From an optimization exercise on the open Yosys and OpenROAD flow, aimed at small area, a short achievable clock period and few clock cycles; shortcuts taken in it are not production practice.
Only simulation tests tie the RTL to the original design; equivalence was not proved.
Power and IR drop assume default switching activity.

===== config.mk =====
export PLATFORM = sky130hd
export DESIGN_NAME = ww_dec
export DESIGN_NICKNAME = ww_dec
export VERILOG_FILES = /design/flow/design.v
export SDC_FILE = /design/flow/constraint.sdc
export NUM_CORES = 4
export LEC_CHECK = 0
export ABC_AREA = 1
export CAP_MARGIN = 20
export CORE_MARGIN = 2
export CORE_UTILIZATION = 60
export SETUP_SLACK_MARGIN = 2.65
export SLEW_MARGIN = 20
export SYNTH_MEMORY_MAX_BITS = 16384

===== constraint.sdc =====
create_clock -name core_clock -period 6.0 [get_ports {clk}]
set_input_delay 1.2000 -clock core_clock [delete_from_list [all_inputs] [get_ports {clk}]]
set_output_delay 1.2000 -clock core_clock [all_outputs]
set_load 0.01 [all_outputs]

===== design.v =====
module ww_asc_rom (
    input  wire [10:0] a,
    output wire        l5,
    output wire        l6,
    output wire        l7,
    output wire        l10,
    output wire        l11,
    output wire        term,
    output reg  [7:0]  base
);
    assign l5 = (!a[10] && !a[9] && !a[8] && !a[7]) ||
                  (!a[10] && !a[9] && !a[8] && a[7] && !a[6]);
    assign l6 = (!a[10] && !a[9] && !a[8] && a[7] && a[6]) ||
                  (!a[10] && !a[9] && a[8]) ||
                  (!a[10] && a[9]) ||
                  (a[10] && !a[9]) ||
                  (a[10] && a[9] && !a[8] && !a[7]) ||
                  (a[10] && a[9] && !a[8] && a[7] && !a[6]) ||
                  (a[10] && a[9] && !a[8] && a[7] && a[6] && !a[5]);
    assign l7 = (a[10] && a[9] && !a[8] && a[7] && a[6] && a[5]) ||
                  (a[10] && a[9] && a[8] && !a[7]);
    assign l10 = (a[10] && a[9] && a[8] && a[7] && !a[6]) ||
                  (a[10] && a[9] && a[8] && a[7] && a[6] && !a[5]) ||
                  (a[10] && a[9] && a[8] && a[7] && a[6] && a[5] && !a[4]) ||
                  (a[10] && a[9] && a[8] && a[7] && a[6] && a[5] && a[4] && !a[3]) ||
                  (a[10] && a[9] && a[8] && a[7] && a[6] && a[5] && a[4] && a[3] && !a[2] && !a[1]);
    assign l11 = (a[10] && a[9] && a[8] && a[7] && a[6] && a[5] && a[4] && a[3] && !a[2] && a[1]) ||
                  (a[10] && a[9] && a[8] && a[7] && a[6] && a[5] && a[4] && a[3] && a[2]);
    assign term = (a[10] && a[9] && a[8] && a[7] && a[6] && a[5] && a[4] && a[3] && !a[2] && !a[1]);
    wire k_lt42 = (!a[6]) ||
               (a[6] && !a[5] && !a[4]) ||
               (a[6] && !a[5] && a[4] && !a[3] && !a[2]);
    wire k_lt49 = (!a[6]) ||
               (a[6] && !a[5]) ||
               (a[6] && a[5] && !a[4] && !a[3] && !a[2] && !a[1]);
    wire k_lt55 = (!a[6]) ||
               (a[6] && !a[5]) ||
               (a[6] && a[5] && !a[4] && !a[3]) ||
               (a[6] && a[5] && !a[4] && a[3] && !a[2]) ||
               (a[6] && a[5] && !a[4] && a[3] && a[2] && !a[1]);
    always @(*) begin
        base = 8'd0;
        if (l5)  base = 8'd120;
        if (l6)  base = a[10] ? 8'd65 : 8'd59;        
        if (l7)  base = 8'd194;                       
        if (l10) base = k_lt42 ? 8'd70 : k_lt49 ? 8'd80 : k_lt55 ? 8'd106 : 8'd132;
        if (l11) base = 8'd6;                         
    end
endmodule
module ww_fbc_rom (
    input  wire [10:0] a,
    output wire        l6,
    output wire        l7,
    output wire        l8,
    output wire        l9,
    output wire        l10,
    output wire        l11,
    output wire        term,
    output reg  [7:0]  base
);
    assign l6 = (!a[10] && !a[9]) ||
                  (!a[10] && a[9] && !a[8]) ||
                  (!a[10] && a[9] && a[8] && !a[7] && !a[6]);
    assign l7 = (!a[10] && a[9] && a[8] && !a[7] && a[6]) ||
                  (!a[10] && a[9] && a[8] && a[7]) ||
                  (a[10] && !a[9] && !a[8] && !a[7]) ||
                  (a[10] && !a[9] && !a[8] && a[7] && !a[6]) ||
                  (a[10] && !a[9] && !a[8] && a[7] && a[6] && !a[5]);
    assign l8 = (a[10] && !a[9] && !a[8] && a[7] && a[6] && a[5]) ||
                  (a[10] && !a[9] && a[8]) ||
                  (a[10] && a[9] && !a[8] && !a[7] && !a[6]) ||
                  (a[10] && a[9] && !a[8] && !a[7] && a[6] && !a[5] && !a[4] && !a[3]);
    assign l9 = (a[10] && a[9] && !a[8] && !a[7] && a[6] && !a[5] && !a[4] && a[3]) ||
                  (a[10] && a[9] && !a[8] && !a[7] && a[6] && !a[5] && a[4]) ||
                  (a[10] && a[9] && !a[8] && !a[7] && a[6] && a[5]) ||
                  (a[10] && a[9] && !a[8] && a[7]) ||
                  (a[10] && a[9] && a[8] && !a[7]) ||
                  (a[10] && a[9] && a[8] && a[7] && !a[6] && !a[5]) ||
                  (a[10] && a[9] && a[8] && a[7] && !a[6] && a[5] && !a[4]) ||
                  (a[10] && a[9] && a[8] && a[7] && !a[6] && a[5] && a[4] && !a[3]) ||
                  (a[10] && a[9] && a[8] && a[7] && !a[6] && a[5] && a[4] && a[3] && !a[2]);
    assign l10 = (a[10] && a[9] && a[8] && a[7] && !a[6] && a[5] && a[4] && a[3] && a[2] && !a[1]);
    assign l11 = (a[10] && a[9] && a[8] && a[7] && !a[6] && a[5] && a[4] && a[3] && a[2] && a[1]) ||
                  (a[10] && a[9] && a[8] && a[7] && a[6]);
    assign term = l10;
    wire c8_lt166 = (!a[10]) ||
               (a[10] && !a[9] && !a[8]) ||
               (a[10] && !a[9] && a[8] && !a[7] && !a[6] && !a[5]) ||
               (a[10] && !a[9] && a[8] && !a[7] && !a[6] && a[5] && !a[4]);
    wire k_lt238 = (!a[7]) ||
               (a[7] && !a[6]) ||
               (a[7] && a[6] && !a[5]) ||
               (a[7] && a[6] && a[5] && !a[4] && !a[3]) ||
               (a[7] && a[6] && a[5] && !a[4] && a[3] && !a[2]) ||
               (a[7] && a[6] && a[5] && !a[4] && a[3] && a[2] && !a[1]);
    wire k_lt245 = (!a[7]) ||
               (a[7] && !a[6]) ||
               (a[7] && a[6] && !a[5]) ||
               (a[7] && a[6] && a[5] && !a[4]) ||
               (a[7] && a[6] && a[5] && a[4] && !a[3] && !a[2]) ||
               (a[7] && a[6] && a[5] && a[4] && !a[3] && a[2] && !a[1] && !a[0]);
    wire k_lt251 = (!a[7]) ||
               (a[7] && !a[6]) ||
               (a[7] && a[6] && !a[5]) ||
               (a[7] && a[6] && a[5] && !a[4]) ||
               (a[7] && a[6] && a[5] && a[4] && !a[3]) ||
               (a[7] && a[6] && a[5] && a[4] && a[3] && !a[2] && !a[1]) ||
               (a[7] && a[6] && a[5] && a[4] && a[3] && !a[2] && a[1] && !a[0]);
    always @(*) begin
        base = 8'd0;
        if (l6)  base = 8'd97;
        if (l7)  base = 8'd13;                        
        if (l8)  base = c8_lt166 ? 8'd148 : 8'd55;    
        if (l9)  base = 8'd238;                       
        if (l11) base = k_lt238 ? 8'd66 : k_lt245 ? 8'd76 : k_lt251 ? 8'd102 : 8'd128;
    end
endmodule
module ww_dec #(
    parameter N = 26                   
) (
    input  wire        clk,
    input  wire        rst,
    input  wire        in_valid,
    input  wire [7:0]  in_data,
    output wire        in_ready,
    output wire        out_valid,
    input  wire        out_ready,
    output wire [1:0]  out_kind,
    output wire        out_end,
    output wire [31:0] out_data
);
    localparam [2:0] S_TAG  = 3'd0,    
                     S_ASC  = 3'd1,    
                     S_UTF  = 3'd2,    
                     S_RAW  = 3'd3,    
                     S_INTP = 3'd4,    
                     S_PAY  = 3'd5;    
    reg  [N-1:0] buf_q;
    reg  [4:0]   nb;
    reg  [2:0]   state;
    reg  [1:0]   pc;               
    reg          ov;
    reg  [1:0]   okind;
    reg          oend;
    reg  [7:0]   obyte;
    reg  [31:0]  count;            
    reg          fresh;            
    assign out_valid = ov;
    assign out_kind  = okind;
    assign out_end   = oend;
    assign out_data  = oend ? count : {24'd0, obyte};
    assign in_ready = (nb <= N - 8);
    wire take = in_valid && in_ready;
    wire go   = !ov || out_ready;
    wire [13:0] ge;
    genvar g;
    generate for (g = 0; g < 14; g = g + 1) begin : g_ge
        assign ge[g] = (nb >= g);
    end endgenerate
    wire [12:0] w = buf_q[N-1 -: 13];
    wire a_l5, a_l6, a_l7, a_l10, a_l11, a_term;
    wire [7:0] a_base;
    ww_asc_rom u_asc (.a(w[12:2]), .base(a_base), .term(a_term), .l5(a_l5), .l6(a_l6),
                      .l7(a_l7), .l10(a_l10), .l11(a_l11));
    wire f_l6, f_l7, f_l8, f_l9, f_l10, f_l11, f_term;
    wire [7:0] f_base;
    ww_fbc_rom u_fbc (.a(w[12:2]), .base(f_base), .term(f_term), .l6(f_l6), .l7(f_l7),
                      .l8(f_l8), .l9(f_l9), .l10(f_l10), .l11(f_l11));
    wire asc_st = (state == S_ASC);
    wire utf_st = (state == S_UTF);
    wire [6:0] lsel;           
    assign lsel[0] = asc_st && a_l5;
    assign lsel[1] = (asc_st && a_l6) || (utf_st && f_l6);
    assign lsel[2] = (asc_st && a_l7) || (utf_st && f_l7);
    assign lsel[3] = (utf_st && f_l8) || (state == S_RAW);
    assign lsel[4] = utf_st && f_l9;
    assign lsel[5] = asc_st && a_l10;
    assign lsel[6] = (asc_st && a_l11) || (utf_st && f_l11);
    wire [7:0] kfield = ({8{lsel[0]}} & {3'd0, w[12:8]}) |
                        ({8{lsel[1]}} & {2'd0, w[12:7]}) |
                        ({8{lsel[2]}} & {1'd0, w[12:6]})  |
                        ({8{lsel[3]}} & w[12:5]) |
                        ({8{lsel[4]}} & w[11:4]) |
                        ({8{lsel[5]}} & w[10:3]) |
                        ({8{lsel[6]}} & w[9:2]);
    wire [7:0] sbase = asc_st ? a_base : utf_st ? f_base : 8'd0;
    wire [7:0] sym = sbase + kfield;
    function [2:0] tag_len(input [2:0] t);
        tag_len = !t[2] ? 3'b001 : !t[1] ? 3'b010 : 3'b100;
    endfunction
    function [2:0] tag_st(input [2:0] t);
        tag_st = !t[2] ? S_ASC : !t[1] ? S_UTF : !t[0] ? S_RAW : S_INTP;
    endfunction
    wire [2:0] t_h = w[12:10];             
    wire [2:0] t_t = w[2:0];               
    wire [2:0] t_r = w[4:2];               
    wire       raw_end = (w[12:5] == 8'd0);
    reg  [13:0] sel;
    reg  [2:0]  st_full;       
    reg         beat;
    reg         bend;
    always @(*) begin
        sel     = 14'd0;
        st_full = state;
        beat    = 1'b0;
        bend    = 1'b0;
        case (state)
            S_TAG: begin
                sel[3:1] = tag_len(t_h);
                st_full  = tag_st(t_h);
            end
            S_ASC: begin
                beat = 1'b1;
                bend = a_term;
                if (a_term) begin
                    sel[13:11] = tag_len(t_t);
                    st_full    = tag_st(t_t);
                end else begin
                    sel[5]  = a_l5 && !(fresh && ov && oend);
                    sel[6]  = a_l6;
                    sel[7]  = a_l7;
                    sel[10] = a_l10;
                    sel[11] = a_l11;
                end
            end
            S_UTF: begin
                beat = 1'b1;
                bend = f_term;
                if (f_term) begin
                    sel[13:11] = tag_len(t_t);
                    st_full    = tag_st(t_t);
                end else begin
                    sel[6]  = f_l6;
                    sel[7]  = f_l7;
                    sel[8]  = f_l8;
                    sel[9]  = f_l9;
                    sel[11] = f_l11;
                end
            end
            S_RAW: begin
                beat = 1'b1;
                bend = raw_end;
                if (raw_end) begin
                    sel[11:9] = tag_len(t_r);
                    st_full   = tag_st(t_r);
                end else begin
                    sel[8] = 1'b1;
                end
            end
            S_INTP: begin
                beat    = !(w[12] && w[11]);
                bend    = 1'b1;
                sel[5]  = !w[12];
                sel[10] = w[12] && !w[11];
                sel[11] = w[12] && w[11];
                st_full = (w[12] && w[11]) ? S_PAY : S_TAG;
            end
            default: begin   
                beat    = (pc == 2'd0);
                bend    = 1'b1;
                sel[8]  = 1'b1;
                st_full = (pc == 2'd0) ? S_TAG : S_PAY;
            end
        endcase
    end
    wire text_st = (state == S_ASC) || (state == S_UTF) || (state == S_RAW);
    wire full = go && |(sel & ge);
    wire fb   = go && !full && text_st && bend && ((state == S_RAW) ? ge[8] : ge[10]);
    wire step = full || fb;
    wire [3:0] sh_lo;
    wire [3:0] sh_hi;
    genvar h;
    generate
        for (g = 0; g < 4; g = g + 1) begin : g_sh
            wire [13:0] ml, mh;
            for (h = 0; h < 14; h = h + 1) begin : g_m
                assign ml[h] = (h % 4 == g) ? sel[h] : 1'b0;
                assign mh[h] = (h / 4 == g) ? sel[h] : 1'b0;
            end
            assign sh_lo[g] = |ml;
            assign sh_hi[g] = |mh;
        end
    endgenerate
    wire [3:0] amt = {sh_hi[3] | sh_hi[2], sh_hi[3] | sh_hi[1], sh_lo[3] | sh_lo[2], sh_lo[3] | sh_lo[1]};
    wire [3:0] amt_fb  = (state == S_RAW) ? 4'd8 : 4'd10;
    wire [3:0] amt_all = full ? amt : fb ? amt_fb : 4'd0;
    wire [31:0] ival = (state == S_PAY) ? {count[23:0], w[12:5]} :
                       !w[12] ? {28'd0, w[11:8]} :
                       !w[11] ? {24'd0, w[10:3]} : {24'd0, w[9:2]};
    wire [31:0] cbase = fresh ? 32'd0 : count;
    wire [7:0] rot = {in_data, in_data} >> nb[2:0];    
    reg  [N-1:0] buf_in;
    integer i, k;
    always @(*) begin
        for (i = 0; i < N; i = i + 1) begin
            k = N - 1 - i;         
            if (take && (((k >> 3) == nb[4:3] && (k & 7) >= nb[2:0]) ||
                         ((k >> 3) == nb[4:3] + 2'd1 && (k & 7) < nb[2:0])))
                buf_in[i] = rot[7 - (k & 7)];
            else
                buf_in[i] = buf_q[i];
        end
    end
    wire [4:0]   nb8    = nb + (take ? 5'd8 : 5'd0);
    always @(posedge clk) begin
        buf_q <= buf_in << amt_all;
        if (go) begin
            okind <= (state == S_ASC) ? 2'd0 :
                     (state == S_UTF) ? 2'd1 :
                     (state == S_RAW) ? 2'd2 : 2'd3;
            oend  <= bend;
            obyte <= sym;
        end
        if (rst) begin
            nb    <= 5'd0;
            state <= S_TAG;
            ov    <= 1'b0;
            fresh <= 1'b1;
        end else begin
            nb <= full ? nb8 - {1'b0, amt} : fb ? nb8 - {1'b0, amt_fb} : nb8;
            if (go)
                ov <= step && beat;
            if (step) begin
                state <= full ? st_full : S_TAG;
                if (beat)
                    fresh <= bend;
                if (text_st) begin
                    if (beat)
                        count <= cbase + {31'd0, !bend};
                end else if (state != S_TAG)
                    count <= ival;
                if (state == S_INTP)
                    pc <= w[10] ? 2'd2 : 2'd0;
                else if (state == S_PAY)
                    pc <= pc - 2'd1;
            end
        end
    end
endmodule

===== run.sh =====
#!/bin/bash
# synth_recipe.tcl (not shown) runs the flow's synth.tcl, then flattens the netlist and writes it again
# the make line also repeats each setting of config.mk as NAME=value (left out here)
make -C /OpenROAD-flow-scripts/flow DESIGN_CONFIG=/design/flow/config.mk WORK_HOME=/design/flow/orfs CLKGATE_MAP_FILE= SYNTH_SCRIPT=/design/flow/synth_recipe.tcl finish

==> flow_metrics.tcl, run 1 <==
set metrics [dict create \
    outcome "no timing/DRC/antenna violations" \
    finish.net_count 1499 \
    area_delta_synth_final_pct 24.9 \
    fin_util_pct 75.9 \
    total_track_usage_pct 38.4 \
    max_cap_violations 0 \
    die_width_um 122 \
    cts_max_path_buffers 2 \
    power_per_cell_area_nw_per_um2 603 \
    final-setup-viol-count 0 \
    hp-class "flip-flop to flip-flop" \
    post_dp_cell_area_um2 8780 \
    tightest_slew_ns 1.04 \
    total_power_mw 6.28 \
    r2r_slack_ns 2.52 \
    first_global_vias 8942 \
    placement_rows 43 \
    netlist.top_cell.by_area "nand2_1" \
    cts.reportedPaths.clkPinSlew_ns 0.07 \
    htree_levels 3 \
    floorplan.io_pins 49 \
    worstHoldPathCells 2 \
    worstHoldEndpoint "state[2]" \
    grt_max_degree 41 \
    grt_overflow 0 \
    dieArea_um2 14900 \
    drt-vias-per-instance 6.36 \
    synth.distinct_cells 53 \
    dp.final_hpwl_um 19700 \
    cp-end-kind "flip-flop" \
    drt_initial_violations 1524 \
    drt-wirelength-per-cell_um 19.0 \
    achievable-frequency_mhz 287 \
    yosys_warning_count 3 \
    worst_reg2reg_startpoint "buf_q[25]" \
    grt_first_pass_wirelength_um 44800 \
    fillCellCount 1084 \
    startpoint_type "flip-flop" \
    critical_path.max_fanout 5 \
    synth_area_leaders "nand2_1 17%, edfxtp_1 17%, dfxtp_1 8.4%" \
    antenna-diode-count 0 \
    worstRegToRegCells 21 \
    root_buffer "clkbuf_16" \
    setup.worst_path.class "flip-flop to flip-flop" \
    worst_ep_required_time_ns 6.12 \
    regToRegEndpoint "obyte[7]" \
    report.final.slew_viol_count 0 \
    cellLeakagePower_nw 4.67 \
    initial_core_util_pct 60.8 \
    postRouteWirelength_um 31300 \
    cts_tree "done" \
    yosys-top-cells-count "369 x nand2_1, 177 x inv_1, 129 x nand3_1" \
    die-height_um 122 \
    antenna_violations_before_repair 0 \
    synth_top_cell_area_share_pct 16.6 \
    post_route_cells_drive_above_1_share_pct 17.7 \
    peakVddDrop_v 0.000410 \
    cp_data_arrival_time_ns 3.60 \
    min_period_over_period_pct 58.0 \
    hold_violations 0 \
    clock-sinks 81 \
    clk_latency_ns 0.37 \
    relSlewSlack_pct 30.8 \
    finalCriticalPeriod_ns 3.48 \
    coreArea_um2 13700 \
    rsz0062_at_grt "yes" \
    syn_nets 1411 \
    synth_area_per_cell_um2 6.04 \
    cts_hold_buf 0 \
    detailroute.via_count 10500 \
    synth_top_flop_cell "edfxtp_1" \
    worst_hold_startpoint "state[2]" \
    setup-tns-final_ns 0 \
    synth.yosys.seq_area_share_pct 25.0 \
    io_buffers 48 \
    synth-seq-cells 81 \
    final.setup_skew_ns 0.00730 \
    detail-route-antenna-nets 0 \
    first_pass_iters 10 \
    numCtsBuffers 9 \
    yosysMostFrequentCell "nand2_1" \
    netlist_instances 1380 \
    final_area_um2 10400 \
    synth.cell_area_um2 8340 \
    post_synth_arst_share_pct 0 \
    drc_errors 0 \
    synth_enable_flop_cells 46 \
    globalplace.congestion 0.993 \
]
-- metrics by stage --
step / setup WS (ns) / std cells / hold slack, ns
2_1_floorplan: 2.79 / 1380 / 0.512
3_3_place_gp: 1.65 / 1551 / 0.535
3_5_place_dp: 1.60 / 1551 / 0.534
4_1_cts: 2.58 / 1596 / 0.531
5_1_grt: 2.40 / 1653 / 0.576
6_report: 2.52 / 1653 / 0.542
-- flip-flops by register name (all words and copies together) (netlist names) --
name,count
ov,1
pc,2
state,3
obyte,8
count,32
nb,5
okind,2
buf_q,26
oend,1
fresh,1
-- worst max-delay path, stage by stage, from the launching register on --
cell,delay [ns]
edfxtp_1,0.41
buf_6,0.18
buf_4,0.16
nor2_4,0.11
nand3_2,0.08
nand2_1,0.08
nand2_1,0.07
nand2_2,0.10
o21ai_4,0.07
inv_2,0.12
o22ai_4,0.09
a221oi_4,0.28
o221ai_2,0.15
ha_1,0.36
a21oi_1,0.17
nand2_1,0.12
a21oi_2,0.15
o21bai_1,0.12
nand2_1,0.11
nand2_2,0.06
a21oi_2,0.15
xnor2_1,0.08
-- power by group --
part           switching [mW]  internal [mW]  leakage [nW]
Combinational            3.05           1.54          3.79
Sequential              0.262          0.857         0.748
Clock                   0.254          0.318         0.134
Total                    3.57           2.71          4.67
-- layer usage --
metal,part of all wire (%),routed length [um],vias to the layer above,track usage [%]
li1,-,-,4817,-
met1,36,11200,4677,46.7
met2,45,14200,775,64.1
met3,11,3420,242,5.99
met4,8.0,2490,0,22.9
met5,0,0,-,0
-- cell families after synthesis --
family | count (synthesis) | synth area share, %
flip-flops | 81 | 25.0
XOR/XNOR | 12 | 1.26
AND/OR/NAND/NOR | 736 | 39.2
adder cells (fa/ha/maj) | 19 | 3.03
multiplexers | 3 | 0.405
AO/OA/AOI/OAI | 271 | 18.4
buffers and inverters | 258 | 12.8
-- layout by cell type, fill, tap and decap left out, types with 8 or more instances in the layout --
cell type,synthesis,layout
a21oi_1,78,75
inv_1,177,160
o21ai_1,3,12
nor2_2,9,16
ha_1,17,15
nand3_1,129,118
clkbuf_16,0,12
nor2_4,2,14
dfxtp_1,35,21
clkinvlp_4,0,13
o21ai_2,3,10
inv_4,4,9
inv_2,9,14
clkdlybuf4s50_1,0,48
nand2_1,369,353
nor3_1,25,20
nand3_2,7,13
o21ai_0,110,93
dfxtp_4,0,8
buf_4,11,72
nor2_1,128,110
xor2_1,9,9
edfxtp_1,46,46
o22ai_1,33,32
nand4_1,44,44
nand2_2,6,16
-- worst max path at each step --
| stage | start | endpoint | slack (ns) | depth (start not counted) |
|---|---|---|---|---|
| after floorplan | out_ready | count[0] | 2.79 | 8 |
| after global placement | out_ready | buf_q[25] | 1.65 | 13 |
| after detailed placement | out_ready | buf_q[25] | 1.60 | 13 |
| after CTS | buf_q[25] | count[30] | 2.58 | 23 |
| after global routing | buf_q[25] | obyte[7] | 2.40 | 21 |
| final | buf_q[25] | obyte[7] | 2.52 | 21 |
-- timing repair --
item,CTS,global route
cloned,4,8
endpoints found under the setup margin,93,83
buffers inserted,25,49
resized for setup,63,118
pin swaps,9,37
-- cell type report --
class                           instances  area (um2)  area share [%]
Timing Repair inverter                  3        22.5           0.216
Tap cell                              180         225            2.16
Clock buffer                            9         225            2.16
Multi-Input combinational cell       1045        5700            54.7
Timing Repair Buffer                  133        1260            12.1
Inverter                              195         798            7.67
Sequential cell                        81        2120            20.4
Clock inverter                          7        61.3           0.589
Testbench counts, summed over its fixed seeds: cycles 7,393.
==> run 2: changes to the inputs <==
--- a/config.mk
+++ b/config.mk
@@ -9,6 +9,6 @@
 export CAP_MARGIN = 20
 export CORE_MARGIN = 2
 export CORE_UTILIZATION = 60
-export SETUP_SLACK_MARGIN = 2.65
+export SETUP_SLACK_MARGIN = 2.4
 export SLEW_MARGIN = 20
 export SYNTH_MEMORY_MAX_BITS = 16384
==> run 2 against run 1 <==
First-iteration DRC count down 13%. Critical path depth down 8. Clock power down 2%. Sequential cell count unchanged. Die area unchanged. Global-route usage down 1.3 points. Core utilization down 5.8 points. Clock skew up 0.0021 ns. Sequential power about the same. Largest cell class unchanged. Maximum frequency down 1.4%.
==> flow_metrics.tcl, run 2 <==
set metrics [dict create \
    final-setup-viol-count 0 \
    detail-route-antenna-nets 0 \
    final.setup_skew_ns 0.00939 \
    tightest_slew_ns 1.01 \
    coreArea_um2 13700 \
    grt_max_degree 49 \
    hold_violations 0 \
    detailroute.via_count 9861 \
    initial_core_util_pct 60.8 \
    worst_reg2reg_startpoint "buf_q[25]" \
    globalplace.congestion 0.993 \
    total_track_usage_pct 37.1 \
    crit_top_cell "inv_4" \
    critical_path.max_fanout 48 \
    cpPeakStageDelay_ns 0.48 \
    floorplan.io_pins 49 \
    worstHoldPathCells 2 \
    clock-sinks 81 \
    cpLargestDelayFamily "simple AND/OR/NAND/NOR gates" \
    setup-tns-final_ns 0 \
    hold_ws_ns 0.535 \
    synth.cell_area_um2 8340 \
    report.final.slew_viol_count 0 \
    cp-end-kind "flip-flop" \
    placement_rows 43 \
    first_global_vias 8698 \
    syn_nets 1411 \
    cp_data_arrival_time_ns 3.65 \
    synth_top_cell_area_share_pct 16.6 \
    endpoint "buf_q[25]" \
    yosysMostFrequentCell "nand2_1" \
    drc_errors 0 \
    power_per_cell_area_nw_per_um2 601 \
    setup.worst_path.class "input port to flip-flop" \
    drt-vias-per-instance 6.14 \
    r2r_slack_ns 2.52 \
    dieArea_um2 14900 \
    cts.reportedPaths.clkPinSlew_ns 0.06 \
    preCtsSetupSlack_ns 1.60 \
    largestRegisters "count (32), buf_q (26), obyte (8)" \
    die_width_um 122 \
    grt_overflow 0 \
    path_cells "clkdlybuf4s50_1 > nor2_1 > inv_1 > buf_12 > o21ai_0 > nor3_2 > nand2_2 > nand2_8 > inv_4 > nor2_8 > inv_4 > nand3_1 > nand2_1" \
    drt_initial_violations 1327 \
    layout.cells.most_common_list "364 x nand2_1, 168 x inv_1, 125 x nand3_1" \
    worstRegToRegCells 19 \
    area_delta_synth_final_pct 15.4 \
    post_synth_arst_share_pct 0 \
    htree_levels 3 \
    final_critical_path_setup_slack_ns 2.47 \
    antenna-diode-count 0 \
    antenna_violations_before_repair 0 \
    cellLeakagePower_nw 4.33 \
    numCtsBuffers 9 \
    achievable-frequency_mhz 283 \
    place_inst 1551 \
    yosys-top-cells-count "369 x nand2_1, 177 x inv_1, 129 x nand3_1" \
    die-height_um 122 \
    finalCriticalPeriod_ns 3.53 \
    grt_first_pass_wirelength_um 43500 \
    peakVddDrop_v 0.000439 \
    synth_enable_flop_cells 46 \
    dp.final_hpwl_um 19700 \
    cp.depth 13 \
    registers.top_by_ff_count "count" \
    synth.distinct_cells 53 \
    hp-class "flip-flop to flip-flop" \
    final_cells 1606 \
    final_common_cell "nand2_1" \
    cp.buffers_inverters 5 \
    post_route_cells_drive_above_1_share_pct 11.0 \
    regToRegEndpoint "buf_q[9]" \
    cts_tree "done" \
    io_buffers 48 \
    synth_top_flop_cell "edfxtp_1" \
    synth.yosys.seq_area_share_pct 25.0 \
    clk_latency_ns 0.36 \
    netlist_instances 1380 \
    first_pass_iters 6 \
    postRouteWirelength_um 28300 \
    rsz0062_at_grt "yes" \
    min_period_over_period_pct 58.9 \
    cts_max_path_buffers 2 \
    finish.net_count 1452 \
    relSlewSlack_pct 32.9 \
    netlist.top_cell.by_area "nand2_1" \
    max_cap_violations 0 \
    critical-path-slowest-cell "clkdlybuf4s50_1" \
    fin_util_pct 70.1 \
    root_buffer "clkbuf_16" \
    synth_area_leaders "nand2_1 17%, edfxtp_1 17%, dfxtp_1 8.4%" \
    setup.worst_path.start "out_ready" \
    synth_area_per_cell_um2 6.04 \
    largest_reg_flops 32 \
    synth-seq-cells 81 \
    worst_ep_required_time_ns 6.12 \
    drt-wirelength-per-cell_um 17.6 \
    yosys_warning_count 3 \
    startpoint_type "input port" \
    outcome "no timing/DRC/antenna violations" \
]
[run 2: cell counts after synthesis]
No cell type changed its count.
[run 2: how the worst min path moves through the flow]
stage | from | endpoint | slack, ns
5_1_grt | state[1] | state[1] | 0.57
3_3_place_gp | state[2] | state[2] | 0.54
2_1_floorplan | state[2] | state[2] | 0.51
3_5_place_dp | state[2] | state[2] | 0.53
6_report | state[1] | state[1] | 0.54
4_1_cts | state[2] | state[2] | 0.54
[run 2: power breakdown]
part	total (mW)	internal (mW)	switching, mW
clock network	0.562	0.317	0.245
registers	1.12	0.856	0.266
logic	4.10	1.32	2.78
total	5.79	2.49	3.29
[run 2: timing repair]
item                       in CTS  in global routing
hold endpoints to repair        0                  0
setup endpoints to repair      80                 76
pin swaps                       4                 10
gates resized for setup        30                 50
hold buffers                    0                  0
cloned                          1                  4
setup buffers                  11                 23
[run 2: cell families (layout without fill, tap and decap cells)]
kind of cell    Yosys count  count (layout)  synth area share [%]
mux                       3               3                 0.405
fa+ha+maj                19              19                  3.03
flops                    81              81                  25.0
buf+inv                 258             301                  12.8
compound gates          271             271                  18.4
xor+xnor                 12              12                  1.26
simple gates            736             739                  39.2
[run 2: through the flow]
step           instance area, um2  total power [mW]
2_1_floorplan                8350              3.83
3_3_place_gp                 8780              4.71
3_5_place_dp                 8780              4.73
4_1_cts                      9250              5.41
5_1_grt                      9620              6.25
6_report                     9620              5.79
[run 2: tightest hold or removal path, stage by stage, from the launching register on]
cell and delay (ns):
dfxtp_2 0.37, nand2_1 0.08, a21oi_1 0.05
[run 2: area by class of cell]
class	instances	area [um2]
clock buffers	9	225
clock inverters	7	61.3
fillers	1233	4100
inverters	195	763
multi-input cells	1044	5420
flip-flops and latches	81	2120
well taps	180	225
repair buffers	88	801
repair inverters	2	15.0
[run 2: routing by layer]
layer  GRT usage, %  share of wire (%)  up-vias
met5              0                  0        -
met4           21.0                6.2        0
met3           5.48                9.8      146
met2           61.6                 46      633
met1           46.0                 38     4380
li1               -                  -     4702
==> run 3: changes to the inputs <==
--- a/design.v
+++ b/design.v
@@ -116,7 +116,7 @@
     end
 endmodule
 module ww_dec #(
-    parameter N = 26                   
+    parameter N = 28                   
 ) (
     input  wire        clk,
     input  wire        rst,
--- a/config.mk
+++ b/config.mk
@@ -9,6 +9,6 @@
 export CAP_MARGIN = 20
 export CORE_MARGIN = 2
 export CORE_UTILIZATION = 60
-export SETUP_SLACK_MARGIN = 2.4
+export SETUP_SLACK_MARGIN = 2.5
 export SLEW_MARGIN = 20
 export SYNTH_MEMORY_MAX_BITS = 16384
==> run 3 against run 2 <==
Sequential share of layout area decreased by 1.4 points. Final cell count increased by 6.2%. Power increased by 23%. Clock power increased by 14%. Register-to-register slack got worse by 0.07 ns. Via count increased by 9.0%. Maximum frequency decreased by 0.64%. Setup slack got worse by 0.023 ns. Area after synthesis increased by 4.2%. Core utilization increased by 4.8 points. Clock-buffer cell count increased by 2. Critical path type is now flip-flop to flip-flop. Critical endpoint is now obyte[7].
==> flow_metrics.tcl, run 3 <==
set metrics [dict create \
    outcome "no timing/DRC/antenna violations" \
    drt_initial_violations 1493 \
    root_buffer "clkbuf_16" \
    yosys-top-cells-count "396 x nand2_1, 182 x inv_1, 150 x nor2_1" \
    total_power_mw 7.13 \
    worstHoldPathCells 2 \
    initial_core_util_pct 61.9 \
    hold_ws_ns 0.547 \
    synth_top_family_by_area "simple AND/OR/NAND/NOR gates" \
    fin_util_pct 74.9 \
    dieArea_um2 15500 \
    grt_first_pass_wirelength_um 47600 \
    cts.reportedPaths.clkPinSlew_ns 0.07 \
    cellLeakagePower_nw 4.82 \
    grt_overflow 0 \
    globalplace.congestion 1.03 \
    rsz0062_at_grt "yes" \
    die-height_um 124 \
    synth-compound-area-share_pct 16.5 \
    report.final.slew_viol_count 0 \
    post_synth_fa_ha_maj_area_fraction_pct 2.91 \
    setup.worst_path.class "flip-flop to flip-flop" \
    cts_tree "done" \
    final-setup-viol-count 0 \
    startpoint_type "flip-flop" \
    cts_max_path_buffers 2 \
    netlist.top_cell.by_area "nand2_1" \
    finalCriticalPeriod_ns 3.55 \
    clock-sinks 83 \
    path_cells "buf_4 > nand2_8 > nor2_2 > nand2_1 > nand2_2 > nand3_2 > nand2_4 > inv_4 > o22ai_1 > a221oi_4 > o221ai_4 > ha_4 > a21oi_2 > nand2_2 > a21oi_2 > inv_1 > a21oi_2 > o21ai_1 > a21oi_1 > xnor2_1 > xor2_1" \
    crit_top_cell "a21oi_2" \
    layout.cells.most_common_list "378 x nand2_1, 172 x inv_1, 138 x nor2_1" \
    grt_max_degree 40 \
    floorplan.io_pins 49 \
    cts_hold_buf 0 \
    total_track_usage_pct 37.6 \
    setup.worst_path.start "buf_q[27]" \
    synth.yosys.seq_area_share_pct 24.4 \
    largestRegisters "count (32), buf_q (28), obyte (8)" \
    post_route_cells_drive_above_1_share_pct 15.2 \
    io_buffers 48 \
    registers.top_by_ff_count "count" \
    worst_hold_startpoint "state[2]" \
    final.setup_skew_ns 0.0171 \
    worst_ep_required_time_ns 6.09 \
    detailroute.via_count 10800 \
    yosysMostFrequentCell "nand2_1" \
    final_common_cell "nand2_1" \
    clk_latency_ns 0.37 \
    synth.cell_area_um2 8690 \
    post_synth_arst_share_pct 0 \
    synth.distinct_cells 55 \
    drt-vias-per-instance 6.30 \
    worstRegToRegCells 21 \
    max_cap_violations 0 \
    drc_errors 0 \
    hp-class "flip-flop to flip-flop" \
    cpPeakStageDelay_ns 0.45 \
    htree_levels 3 \
    synth_top_flop_cell "edfxtp_1" \
    dp.final_hpwl_um 21000 \
    yosys_warning_count 3 \
    critical_path.max_fanout 14 \
    min_period_over_period_pct 59.2 \
    tightest_slew_ns 1.01 \
    antenna-diode-count 0 \
    setup-tns-final_ns 0 \
    detail-route-antenna-nets 0 \
    synth-seq-cells 83 \
    synth.area.mux_share_pct 0.619 \
    placement_rows 43 \
    worst_reg2reg_startpoint "buf_q[27]" \
    synth-simple-area-share_pct 41.4 \
    netlist_instances 1449 \
    relSlewSlack_pct 32.7 \
    synth_top_cell_area_share_pct 17.1 \
    coreArea_um2 14000 \
    cp_data_arrival_time_ns 3.64 \
    peakVddDrop_v 0.000567 \
    antenna_violations_before_repair 0 \
    syn_nets 1480 \
    power_per_cell_area_nw_per_um2 678 \
    synth_area_leaders "nand2_1 17%, edfxtp_1 16%, dfxtp_1 8.5%" \
    numCtsBuffers 9 \
    cp-end-kind "flip-flop" \
    drt-wirelength-per-cell_um 18.4 \
    largest_reg_flops 32 \
    area_delta_synth_final_pct 21.0 \
    first_pass_iters 8 \
    first_global_vias 9351 \
    die_width_um 124 \
    synthXorXnorAreaFrac_pct 1.71 \
    critical-path-slowest-cell "edfxtp_1" \
    synth_area_per_cell_um2 6.00 \
    synth_enable_flop_cells 46 \
    finish.net_count 1551 \
    achievable-frequency_mhz 281 \
    hold_violations 0 \
    postRouteWirelength_um 31400 \
]
==> run 3: cell count changes in the layout (fill, tap and decap cells not counted), sizes merged, moves of 7 or more <==
cell   before  now
a21oi      78   66
buf        40   74
inv       186  194
nand2     378  408
nand3     137  146
nand4      44   54
nor2      142  157
nor3       27   34
o21ai     116  109
o22ai      33   24
==> run 3: worst max-delay path, delay by kind of cell, from the launching register on <==
family	cells	cell delay (ns)
AO/OA/AOI/OAI	8	1.22
AND/OR/NAND/NOR	7	0.68
flip-flops	1	0.45
buffers and inverters	3	0.35
XOR/XNOR	2	0.29
adder cells (fa/ha/maj)	1	0.29
==> run 3: power breakdown <==
group / internal [mW] / switching, mW
Combinational: 1.80 / 3.53
Clock: 0.380 / 0.263
Sequential: 0.906 / 0.251
==> run 3: final cells by class <==
| class | count | area [um2] |
|---|---|---|
| Clock inverter | 5 | 86.3 |
| Tap cell | 180 | 225 |
| Multi-Input combinational cell | 1105 | 5940 |
| Fill cell | 1193 | 3520 |
| Sequential cell | 83 | 2170 |
| Timing Repair inverter | 1 | 5.00 |
| Clock buffer | 11 | 243 |
| Inverter | 198 | 779 |
| Timing Repair Buffer | 122 | 1070 |
==> run 3: final timing paths <==
kind                    to  slack (ns)
setup / recovery  obyte[7]        2.45
hold / removal    state[2]        0.55
setup reg to reg  obyte[7]        2.45
hold reg to reg   state[2]        0.55
==> run 3: metrics by stage <==
stage                     setup WS (ns)  instance area, um2  cells
after CTS                          2.35                9760   1659
after global routing               2.30               10500   1705
after detailed placement           1.58                9120   1619
final                              2.45               10500   1705
after global placement             1.72                9120   1619
after floorplan                    2.64                8700   1449
==> run 3: repair_timing <==
action	in CTS	in global routing
resized for setup	45	105
pin swaps	7	27
endpoints found under the hold margin	0	0
gates cloned	2	1
buffers inserted	22	45
endpoints found under the setup margin	92	80
==> run 3: kinds of logic after synthesis <==
family / Yosys count
AOI/OAI and AO/OA: 249
xor gates and xnor gates: 17
adders and majority gates: 19
buffers and inverters: 263
DFF: 83
muxes: 5
and+or+nand+nor: 813
==> run 3: per-layer routing <==
layer | share of wire, % | GRT usage, % | up-vias
met3 | 11 | 6.19 | 188
met5 | 0 | 0 | -
met2 | 46 | 61.3 | 765
met4 | 5.4 | 18.8 | 0
li1 | - | - | 5007
met1 | 38 | 48.2 | 4790
Testbench counts of run 3, summed over its fixed seeds: cycles 7,326.
==> run 4: changes to the inputs <==
--- a/design.v
+++ b/design.v
@@ -116,7 +116,7 @@
     end
 endmodule
 module ww_dec #(
-    parameter N = 28                   
+    parameter N = 26                   
 ) (
     input  wire        clk,
     input  wire        rst,
--- a/config.mk
+++ b/config.mk
@@ -8,7 +8,7 @@
 export ABC_AREA = 1
 export CAP_MARGIN = 20
 export CORE_MARGIN = 2
-export CORE_UTILIZATION = 60
-export SETUP_SLACK_MARGIN = 2.5
+export CORE_UTILIZATION = 50
+export SETUP_SLACK_MARGIN = 2.55
 export SLEW_MARGIN = 20
 export SYNTH_MEMORY_MAX_BITS = 16384
==> run 4 against run 3 <==
Still clean. Core utilization is 15 points lower. Maximum frequency is 5.6% higher. Worst hold slack worse by 0.031 ns. Design area is 6.3% lower. Via count is 9.8% lower. Clock-buffer cell count is 2 lower. Final cell count is 2.9% lower. Sequential power is 6% lower. Power is 17% lower. Sequential cell count is 2 lower. Combinational power is about 20% lower. Critical path type unchanged. Largest power group unchanged.
==> flow_metrics.tcl, run 4 <==
set metrics [dict create \
    outcome "no timing/DRC/antenna violations" \
    synth-seq-cells 81 \
    critical_path.max_fanout 9 \
    initial_core_util_pct 50.7 \
    total_track_usage_pct 32.7 \
    startpoint_type "flip-flop" \
    synth_enable_flop_cells 46 \
    coreArea_um2 16500 \
    peakVddDrop_v 0.000396 \
    syn_nets 1411 \
    synth_area_leaders "nand2_1 17%, edfxtp_1 17%, dfxtp_1 8.4%" \
    grt_max_degree 42 \
    final-setup-viol-count 0 \
    rsz0062_at_grt "yes" \
    htree_levels 3 \
    die_width_um 133 \
    registers.top_by_ff_count "count" \
    setup.worst_path.class "flip-flop to flip-flop" \
    worstHoldPathCells 2 \
    power_per_cell_area_nw_per_um2 602 \
    globalplace.congestion 0.969 \
    antenna-diode-count 0 \
    synth.distinct_cells 53 \
    synth.yosys.seq_area_share_pct 25.0 \
    io_buffers 48 \
    antenna_violations_before_repair 0 \
    synth_area_per_cell_um2 6.04 \
    detail-route-antenna-nets 0 \
    fillCellCount 1673 \
    largestRegisters "count (32), buf_q (26), obyte (8)" \
    first_global_vias 8838 \
    final_area_um2 9860 \
    worstRegToRegCells 20 \
    globalRoute.busiestLayer "met2" \
    achievable-frequency_mhz 297 \
    largest_reg_flops 32 \
    die-height_um 133 \
    cts_max_path_buffers 2 \
    numCtsBuffers 9 \
    synth_top_cell_area_share_pct 16.6 \
    finalCriticalPeriod_ns 3.37 \
    layout.cells.most_common_list "361 x nand2_1, 163 x inv_1, 124 x nand3_1" \
    final.setup_skew_ns 0.0113 \
    finish.net_count 1461 \
    postRouteWirelength_um 29700 \
    yosys_warning_count 3 \
    drt_initial_violations 799 \
    yosys-top-cells-count "369 x nand2_1, 177 x inv_1, 129 x nand3_1" \
    first_pass_iters 7 \
    worst_ep_required_time_ns 6.10 \
    report.final.slew_viol_count 0 \
    hold_violations 0 \
    hp-class "flip-flop to flip-flop" \
    clock-sinks 81 \
    post_dp_cell_area_um2 8840 \
    netlist.top_cell.by_area "nand2_1" \
    netlist_instances 1380 \
    grt_first_pass_wirelength_um 46200 \
    yosysMostFrequentCell "nand2_1" \
    drt-vias-per-instance 5.86 \
    clk_latency_ns 0.36 \
    drt-wirelength-per-cell_um 18.0 \
    cellLeakagePower_nw 4.41 \
    placement_rows 47 \
    synth_top_flop_cell "edfxtp_1" \
    detailroute.via_count 9697 \
    post_route_cells_drive_above_1_share_pct 13.2 \
    area_delta_synth_final_pct 18.2 \
    cts.reportedPaths.clkPinSlew_ns 0.07 \
    gr-usage-met2_pct 54.9 \
    max_cap_violations 0 \
    synth.cell_area_um2 8340 \
    setup-tns-final_ns 0 \
    cp_data_arrival_time_ns 3.47 \
    dp.final_hpwl_um 20900 \
    final_common_cell "nand2_1" \
    cts_tree "done" \
    drc_errors 0 \
    grt_util_met3_pct 3.69 \
    relSlewSlack_pct 28.5 \
    min_period_over_period_pct 56.1 \
    cp-end-kind "flip-flop" \
    root_buffer "clkbuf_16" \
    floorplan.io_pins 49 \
    tightest_slew_ns 1.07 \
    grt.met1_usage_pct 41.0 \
    grt_overflow 0 \
    cts_hold_buf 0 \
    post_synth_arst_share_pct 0 \
    dieArea_um2 17700 \
]
## run 4: changes by cell type after synthesis, moves of 9 or more
cell,change
nand3_1,-9
nand4_1,-10
nor2_1,-22
o22ai_1,+9
nand2_1,-27
a21oi_1,+13
## run 4: metal layers
layer	wire length [um]	up-vias	part of all wire, %
met3	1940	117	6.5
li1	-	4725	-
met1	12000	4391	40
met5	0	-	0
met4	1760	0	5.9
met2	14100	464	47
## run 4: critical path, cell delays in order, from the launching register on
cell	delay [ns]
edfxtp_1	0.38
buf_6	0.17
nand2_4	0.14
inv_2	0.07
o21ai_1	0.11
nand2_1	0.12
nand2_2	0.14
inv_1	0.09
nor2_4	0.13
inv_2	0.09
a221oi_1	0.27
o221ai_1	0.19
ha_2	0.41
nand3_2	0.09
nand2_2	0.09
a21oi_1	0.06
o21bai_1	0.22
nand2_1	0.08
nand2_1	0.08
a21oi_2	0.05
xnor2_1	0.11
## run 4: stage by stage
stage | instances | hold slack, ns | util [%] | setup slack, ns | power (mW)
floorplan | 1380 | 0.512 | - | 2.79 | 3.83
global placement | 1592 | 0.539 | 53.7 | 1.60 | 4.79
detailed placement | 1592 | 0.552 | 53.7 | 1.54 | 4.79
CTS | 1624 | 0.529 | 57.3 | 2.56 | 5.57
global route | 1655 | 0.553 | 59.9 | 2.46 | 6.43
finish | 1655 | 0.516 | 59.9 | 2.63 | 5.94
## run 4: cell type report
class / count / area (um2) / share of cell area (%)
inverters: 195 / 778 / 7.90
clock inverters: 7 / 95.1 / 0.965
clock buffers: 9 / 225 / 2.29
multi-input cells: 1044 / 5480 / 55.6
repair buffers: 98 / 876 / 8.89
flip-flops and latches: 81 / 2120 / 21.5
repair inverters: 1 / 7.51 / 0.0762
well taps: 220 / 275 / 2.79
## run 4: final timing paths
path	slack [ns]	startpoint	endpoint
setup / recovery	2.63	buf_q[25]	obyte[7]
setup reg to reg	2.63	buf_q[25]	obyte[7]
hold / removal	0.52	state[2]	state[2]
hold reg to reg	0.52	state[2]	state[2]
## run 4: timing repair
action,CTS,global route
cloned,1,3
endpoints found under the setup margin,89,75
gates resized for setup,46,66
setup buffers,15,28
pin swaps,5,11
## run 4: cells by family after synthesis
group,synth area share (%)
compound gates,18.4
xor+xnor,1.26
fa+ha+maj,3.03
buf+inv,12.8
flops,25.0
mux,0.405
simple gates,39.2
## run 4: power breakdown
| part | internal, mW | total, mW | switching (mW) |
|---|---|---|---|
| sequential | 0.858 | 1.09 | 0.228 |
| clock | 0.365 | 0.611 | 0.246 |
| combinational | 1.37 | 4.24 | 2.87 |
Testbench counts of run 4, summed over its fixed seeds: cycles 7,393.
==> run 5: changes to the inputs <==
--- a/config.mk
+++ b/config.mk
@@ -9,6 +9,6 @@
 export CAP_MARGIN = 20
 export CORE_MARGIN = 2
 export CORE_UTILIZATION = 50
-export SETUP_SLACK_MARGIN = 2.55
+export SETUP_SLACK_MARGIN = 2.45
 export SLEW_MARGIN = 20
 export SYNTH_MEMORY_MAX_BITS = 16384
==> run 5 against run 4 <==
Still clean on timing, DRC and antenna. Combinational power fell by 4%. Area after synthesis did not move. Via count down 0.34%. Largest power group unchanged. Highest routed layer unchanged.
==> flow_metrics.tcl, run 5 <==
set metrics [dict create \
    drc_errors 0 \
    finalCriticalPeriod_ns 3.44 \
    netlist_instances 1380 \
    power.combinational.fraction_pct 70.7 \
    worstRegToRegCells 20 \
    registers.top_by_ff_count "count" \
    detailroute.via_count 9664 \
    synth_top_flop_cell "edfxtp_1" \
    final-setup-viol-count 0 \
    synth.distinct_cells 53 \
    switching_share_pct 56.5 \
    final_common_cell "nand2_1" \
    fin_util_pct 58.6 \
    synth_area_leaders "nand2_1 17%, edfxtp_1 17%, dfxtp_1 8.4%" \
    clock_power_share_pct 10.6 \
    final_critical_path_setup_slack_ns 2.56 \
    achievable-frequency_mhz 291 \
    io_buffers 48 \
    die_width_um 133 \
    grt_max_degree 42 \
    cts.reportedPaths.clkPinSlew_ns 0.07 \
    top_signal_layer_used "met4" \
    post_synth_arst_share_pct 0 \
    cellLeakagePower_nw 4.34 \
    yosysMostFrequentCell "nand2_1" \
    cp.depth 20 \
    tightest_slew_ns 1.08 \
    max_cap_violations 0 \
    yosys-top-cells-count "369 x nand2_1, 177 x inv_1, 129 x nand3_1" \
    p_int_mw 2.51 \
    switchingPower_mw 3.27 \
    numCtsBuffers 9 \
    total_track_usage_pct 32.5 \
    antenna-diode-count 0 \
    worst_ep_required_time_ns 6.11 \
    critical-path-slowest-cell "ha_1" \
    finish.net_count 1449 \
    setup-tns-final_ns 0 \
    relSlewSlack_pct 27.6 \
    coreArea_um2 16500 \
    drt-met1-wl_um 11900 \
    dieArea_um2 17700 \
    cpLargestDelayFamily "compound AO/OA/AOI/OAI gates" \
    hold_ws_ns 0.536 \
    synth_enable_flop_cells 46 \
    detail-route-antenna-nets 0 \
    drt-vias-per-instance 5.88 \
    worstHoldPathCells 2 \
    placement_rows 47 \
    rsz0062_at_grt "yes" \
    synth.yosys.seq_area_share_pct 25.0 \
    floorplan.io_pins 49 \
    met2_wl_um 14000 \
    htree_levels 3 \
    cts_max_path_buffers 2 \
    antenna_violations_before_repair 0 \
    drt-wirelength-per-cell_um 17.9 \
    synth.cell_area_um2 8340 \
    first_global_vias 8826 \
    area_delta_synth_final_pct 15.8 \
    post_route_cells_drive_above_1_share_pct 11.1 \
    initial_core_util_pct 50.7 \
    final.setup_skew_ns 0.00978 \
    cp.buffers_inverters 4 \
    setup.worst_path.class "flip-flop to flip-flop" \
    peakVddDrop_v 0.000391 \
    die-height_um 133 \
    grt_overflow 0 \
    globalplace.congestion 0.969 \
    syn_nets 1411 \
    layout.cells.most_common_list "365 x nand2_1, 167 x inv_1, 125 x nand3_1" \
    preCtsSetupSlack_ns 1.54 \
    synth_area_per_cell_um2 6.04 \
    critical_path.max_fanout 9 \
    postRouteWirelength_um 29500 \
    hp-class "flip-flop to flip-flop" \
    drt_initial_violations 873 \
    synth-seq-cells 81 \
    seq_power_share_pct 18.7 \
    dp.final_hpwl_um 20900 \
    path_cells "buf_4 > nand2_4 > inv_2 > o21ai_1 > nand2_1 > nand2_2 > inv_1 > nor2_2 > inv_2 > a221oi_1 > o221ai_1 > ha_1 > a21oi_1 > nand2_1 > a21oi_1 > o21bai_1 > nand2_1 > nand2_1 > a21oi_1 > xnor2_1" \
    root_buffer "clkbuf_16" \
    power_per_cell_area_nw_per_um2 599 \
    final_cells 1643 \
    yosys_warning_count 3 \
    synth_top_cell_area_share_pct 16.6 \
    place_inst 1592 \
    cp_data_arrival_time_ns 3.55 \
    startpoint_type "flip-flop" \
    first_pass_iters 6 \
    met3RoutedLength_um 1940 \
    cts_tree "done" \
    grt_first_pass_wirelength_um 46000 \
    clk_latency_ns 0.36 \
    cp-end-kind "flip-flop" \
    netlist.top_cell.by_area "nand2_1" \
    outcome "no timing/DRC/antenna violations" \
    cpPeakStageDelay_ns 0.37 \
    report.final.slew_viol_count 0 \
    clock-sinks 81 \
    min_period_over_period_pct 57.3 \
    largestRegisters "count (32), buf_q (26), obyte (8)" \
    largest_reg_flops 32 \
    hold_violations 0 \
    crit_top_cell "nand2_1" \
]
-- run 5: cell counts after synthesis --
No cell type changed its count.
-- run 5: worst min-delay path, cell delays in order (launching register included) --
cell and delay [ns]:
dfxtp_2 0.37, nand2_1 0.08, a21oi_1 0.05
-- run 5: final cells by class --
cell class,instances,area (um2)
Fill cell,1701,6810
Multi-Input combinational cell,1043,5390
Sequential cell,81,2120
Timing Repair Buffer,87,773
Inverter,195,771
Tap cell,220,275
Clock buffer,9,225
Clock inverter,7,95.1
Timing Repair inverter,1,7.51
-- run 5: power groups by stage --
stage / Clock, mW / Combinational (mW) / Sequential [mW]
2_1_floorplan: 0 / 2.91 / 0.920
5_1_grt: 0.640 / 4.56 / 1.09
3_3_place_gp: 0 / 3.70 / 1.09
6_report: 0.612 / 4.09 / 1.08
4_1_cts: 0.618 / 3.84 / 1.08
3_5_place_dp: 0 / 3.70 / 1.09
-- run 5: worst paths after layout --
path / start / to / slack (ns)
worst max-delay path: buf_q[25] / obyte[7] / 2.56
worst min-delay path: state[1] / state[1] / 0.54
worst max register to register: buf_q[25] / obyte[7] / 2.56
worst min register to register: state[1] / state[1] / 0.54
-- run 5: timing repair --
item,4_1_cts,5_1_grt
hold buffers,0,0
cloned,0,3
gates resized for setup,36,39
buffers inserted,12,20
endpoints found under the setup margin,83,69
pin swaps,4,6
-- run 5: cells by family after synthesis --
group                      share of synthesized area, %
buffers and inverters                              12.8
and+or+nand+nor                                    39.2
muxes                                             0.405
adders and majority gates                          3.03
AOI/OAI and AO/OA                                  18.4
DFF                                                25.0
xor gates and xnor gates                           1.26
-- run 5: metrics by stage --
step           total power, mW  instance area, um2
2_1_floorplan             3.83                8350
3_3_place_gp              4.79                8840
3_5_place_dp              4.79                8840
4_1_cts                   5.53                9360
5_1_grt                   6.29                9660
6_report                  5.79                9660
-- run 5: per-layer routing --
layer,vias to the layer above,track usage [%]
met5,-,0
met4,0,17.7
met3,119,4.30
met2,473,54.3
met1,4380,41.0
li1,4692,-
==> run 6: changes to the inputs <==
--- a/config.mk
+++ b/config.mk
@@ -8,7 +8,7 @@
 export ABC_AREA = 1
 export CAP_MARGIN = 20
 export CORE_MARGIN = 2
-export CORE_UTILIZATION = 50
-export SETUP_SLACK_MARGIN = 2.45
+export CORE_UTILIZATION = 45
+export SETUP_SLACK_MARGIN = 2.55
 export SLEW_MARGIN = 20
 export SYNTH_MEMORY_MAX_BITS = 16384
==> run 6 against run 5 <==
Highest routed layer unchanged. Routed wire length is 0.25% lower. Still clean. Clock-buffer cell count is 1 higher. Critical endpoint is now obyte[5]. Via count is 0.64% higher.
==> flow_metrics.tcl, run 6 <==
set metrics [dict create \
    peakVddDrop_v 0.000396 \
    cts_tree "done" \
    antenna-diode-count 0 \
    clk_latency_ns 0.35 \
    synth-seq-cells 81 \
    layout.cells.most_common_list "357 x nand2_1, 163 x inv_1, 121 x nand3_1" \
    drt-vias-per-instance 5.80 \
    cellLeakagePower_nw 4.51 \
    cts_max_path_buffers 2 \
    worst_ep_required_time_ns 6.10 \
    setup.worst_path.class "flip-flop to flip-flop" \
    final.setup_skew_ns 0.00990 \
    cp_data_arrival_time_ns 3.49 \
    dp.final_hpwl_um 20900 \
    dieArea_um2 19600 \
    io_buffers 48 \
    final_area_um2 10100 \
    yosys_warning_count 3 \
    outcome "no timing/DRC/antenna violations" \
    synth_top_cell_area_share_pct 16.6 \
    cts.reportedPaths.clkPinSlew_ns 0.07 \
    hp-class "flip-flop to flip-flop" \
    finish.net_count 1474 \
    yosys-top-cells-count "369 x nand2_1, 177 x inv_1, 129 x nand3_1" \
    setup-tns-final_ns 0 \
    area_delta_synth_final_pct 20.7 \
    grt_first_pass_wirelength_um 45100 \
    post_synth_arst_share_pct 0 \
    largestRegisters "count (32), buf_q (26), obyte (8)" \
    registers.top_by_ff_count "count" \
    rsz0062_at_grt "yes" \
    worstHoldEndpoint "state[2]" \
    worst_reg2reg_startpoint "buf_q[25]" \
    synth_top_flop_cell "edfxtp_1" \
    floorplan.io_pins 49 \
    r2r_slack_ns 2.60 \
    first_pass_iters 23 \
    post_dp_cell_area_um2 8860 \
    initial_core_util_pct 46.1 \
    relSlewSlack_pct 27.8 \
    max_cap_violations 0 \
    drt_initial_violations 911 \
    root_buffer "clkbuf_16" \
    cts_hold_buf 0 \
    final-setup-viol-count 0 \
    largest_reg_flops 32 \
    switchingPower_mw 3.32 \
    drt-wirelength-per-cell_um 17.5 \
    worstHoldPathCells 2 \
    grt_overflow 0 \
    detailroute.via_count 9726 \
    seq_power_share_pct 18.8 \
    drc_errors 0 \
    postRouteWirelength_um 29400 \
    startpoint_type "flip-flop" \
    clock_power_share_pct 10.1 \
    netlist_instances 1380 \
    switching_share_pct 55.9 \
    die_width_um 140 \
    regToRegEndpoint "obyte[5]" \
    htree_levels 3 \
    post_route_cells_drive_above_1_share_pct 14.6 \
    min_period_over_period_pct 56.6 \
    total_track_usage_pct 28.5 \
    final_common_cell "nand2_1" \
    synth.yosys.seq_area_share_pct 25.0 \
    tightest_slew_ns 1.08 \
    cp-end-kind "flip-flop" \
    fillCellCount 1849 \
    syn_nets 1411 \
    hold_ws_ns 0.523 \
    grt_max_degree 42 \
    netlist.top_cell.by_area "nand2_1" \
    die-height_um 140 \
    p_int_mw 2.62 \
    power.combinational.fraction_pct 71.1 \
    place_inst 1602 \
    synth_area_per_cell_um2 6.04 \
    synth_enable_flop_cells 46 \
    final_cells 1677 \
    placement_rows 49 \
    clock-sinks 81 \
    synth_area_leaders "nand2_1 17%, edfxtp_1 17%, dfxtp_1 8.4%" \
    detail-route-antenna-nets 0 \
    report.final.slew_viol_count 0 \
    hold_violations 0 \
    worst_hold_startpoint "state[2]" \
    worstRegToRegCells 18 \
    synth.distinct_cells 53 \
    antenna_violations_before_repair 0 \
    power_per_cell_area_nw_per_um2 591 \
    globalplace.congestion 0.983 \
    finalCriticalPeriod_ns 3.40 \
    fin_util_pct 55.6 \
    critical_path.max_fanout 5 \
    achievable-frequency_mhz 294 \
    first_global_vias 8418 \
    yosysMostFrequentCell "nand2_1" \
    numCtsBuffers 9 \
    coreArea_um2 18100 \
    synth.cell_area_um2 8340 \
]
==> run 6: cell counts after synthesis <==
Identical to the previous run, type by type.
==> run 6: how the worst max path moves through the flow <==
stage,startpoint,endpoint,cells after the start
finish,buf_q[25],obyte[5],18
global route,buf_q[25],obyte[7],21
CTS,buf_q[25],count[30],22
detailed placement,out_ready,buf_q[25],12
global placement,out_ready,buf_q[25],12
floorplan,out_ready,count[0],8
==> run 6: critical path, stage by stage (launching register included) <==
cell and delay (ns):
edfxtp_1 0.50, buf_6 0.17, buf_6 0.13, nand3_4 0.08, nor2_1 0.06, nor2_2 0.20
nand3_2 0.14, nand2_4 0.14, inv_2 0.07, a221oi_2 0.25, o221ai_1 0.15, ha_1 0.38
a21oi_2 0.17, nand2_2 0.08, a21oi_2 0.12, o21bai_1 0.11, buf_4 0.14, buf_4 0.12
xor2_1 0.13
==> run 6: cell type report <==
cell class                      instances  area (um2)  share of cell area [%]
Sequential cell                        81        2120                    21.1
Tap cell                              229         287                    2.85
Clock buffer                           10         229                    2.27
Multi-Input combinational cell       1044        5550                    55.1
Timing Repair inverter                  1        7.51                  0.0746
Timing Repair Buffer                  111        1010                    10.1
Clock inverter                          6        82.6                   0.820
Inverter                              195         781                    7.76
==> run 6: kinds of logic (layout without fill, tap and decap cells) <==
logic type,after synthesis,in the layout,synth area share [%]
XOR/XNOR,12,12,1.26
flip-flops,81,81,25.0
buffers and inverters,258,323,12.8
multiplexers,3,3,0.405
AND/OR/NAND/NOR,736,739,39.2
adder cells (fa/ha/maj),19,19,3.03
AO/OA/AOI/OAI,271,271,18.4
==> run 6: per-layer routing <==
layer	track usage (%)	part of all wire, %	vias to the layer above
met4	10.2	3.4	0
met1	39.0	43	4402
li1	-	-	4756
met3	5.33	8.8	75
met2	45.0	45	493
met5	0	0	-
==> run 6: timing repair <==
action,CTS,global route
setup endpoints to repair,89,81
setup buffers,9,46
gates cloned,1,3
resized for setup,44,88
pin swaps,3,27
==> run 6: power by group through the flow <==
stage	Clock [mW]	Combinational [mW]	Sequential, mW
final	0.603	4.23	1.12
after global routing	0.631	4.68	1.13
after CTS	0.611	3.81	1.08
after detailed placement	0	3.69	1.09
after global placement	0	3.71	1.09
after floorplan	0	2.91	0.920
==> run 6: metrics by stage <==
stage | power (mW) | worst slack [ns]
6_report | 5.95 | 2.60
5_1_grt | 6.44 | 2.45
4_1_cts | 5.50 | 2.51
3_5_place_dp | 4.78 | 1.60
3_3_place_gp | 4.80 | 1.64
2_1_floorplan | 3.83 | 2.79

==> re-timing with driven ports <==
The results above use ideal ports. As a check the final layouts listed here were re-extracted and re-timed, cells and wires unchanged.
Step 1 sets driving cells, clkbuf_16 on the clock port and buf_2 on the other inputs (assumed; they add their load-dependent delay and slew).
Step 2 adds t to the input delays and takes it off the output delays; t is the mean of the earliest and latest rising clock arrival at the registers after step 1. Input paths then give back, and output paths get back, about the clock's delay inside the block.
a / b / c = ideal / step 1 / step 2; a / b = the first two.
run | t, ns | slack for setup (ns) | hold WS [ns] | worst setup path after step 2 | clock arrival spread, ns
run 1 | 0.409 | 2.518 / 2.518 / 2.299 | 0.542 / 0.542 / 0.542 | input to register | 0.007 / 0.008
run 2 | 0.402 | 2.468 / 2.487 / 2.085 | 0.535 / 0.535 / 0.535 | input to register | 0.010 / 0.010
run 3 | 0.410 | 2.445 / 2.445 / 2.301 | 0.547 / 0.547 / 0.547 | input to register | 0.018 / 0.018
run 4 | 0.401 | 2.633 / 2.633 / 2.344 | 0.516 / 0.516 / 0.516 | input to register | 0.012 / 0.012
run 5 | 0.406 | 2.559 / 2.559 / 2.208 | 0.536 / 0.536 / 0.536 | input to register | 0.011 / 0.011
run 6 | 0.392 | 2.604 / 2.604 / 2.347 | 0.523 / 0.523 / 0.523 | input to register | 0.010 / 0.010
After both steps setup and hold are still met in every run listed. The setup slack of run 2, which loses most, moves by +0.019 ns with the drivers and by -0.383 ns with both steps.
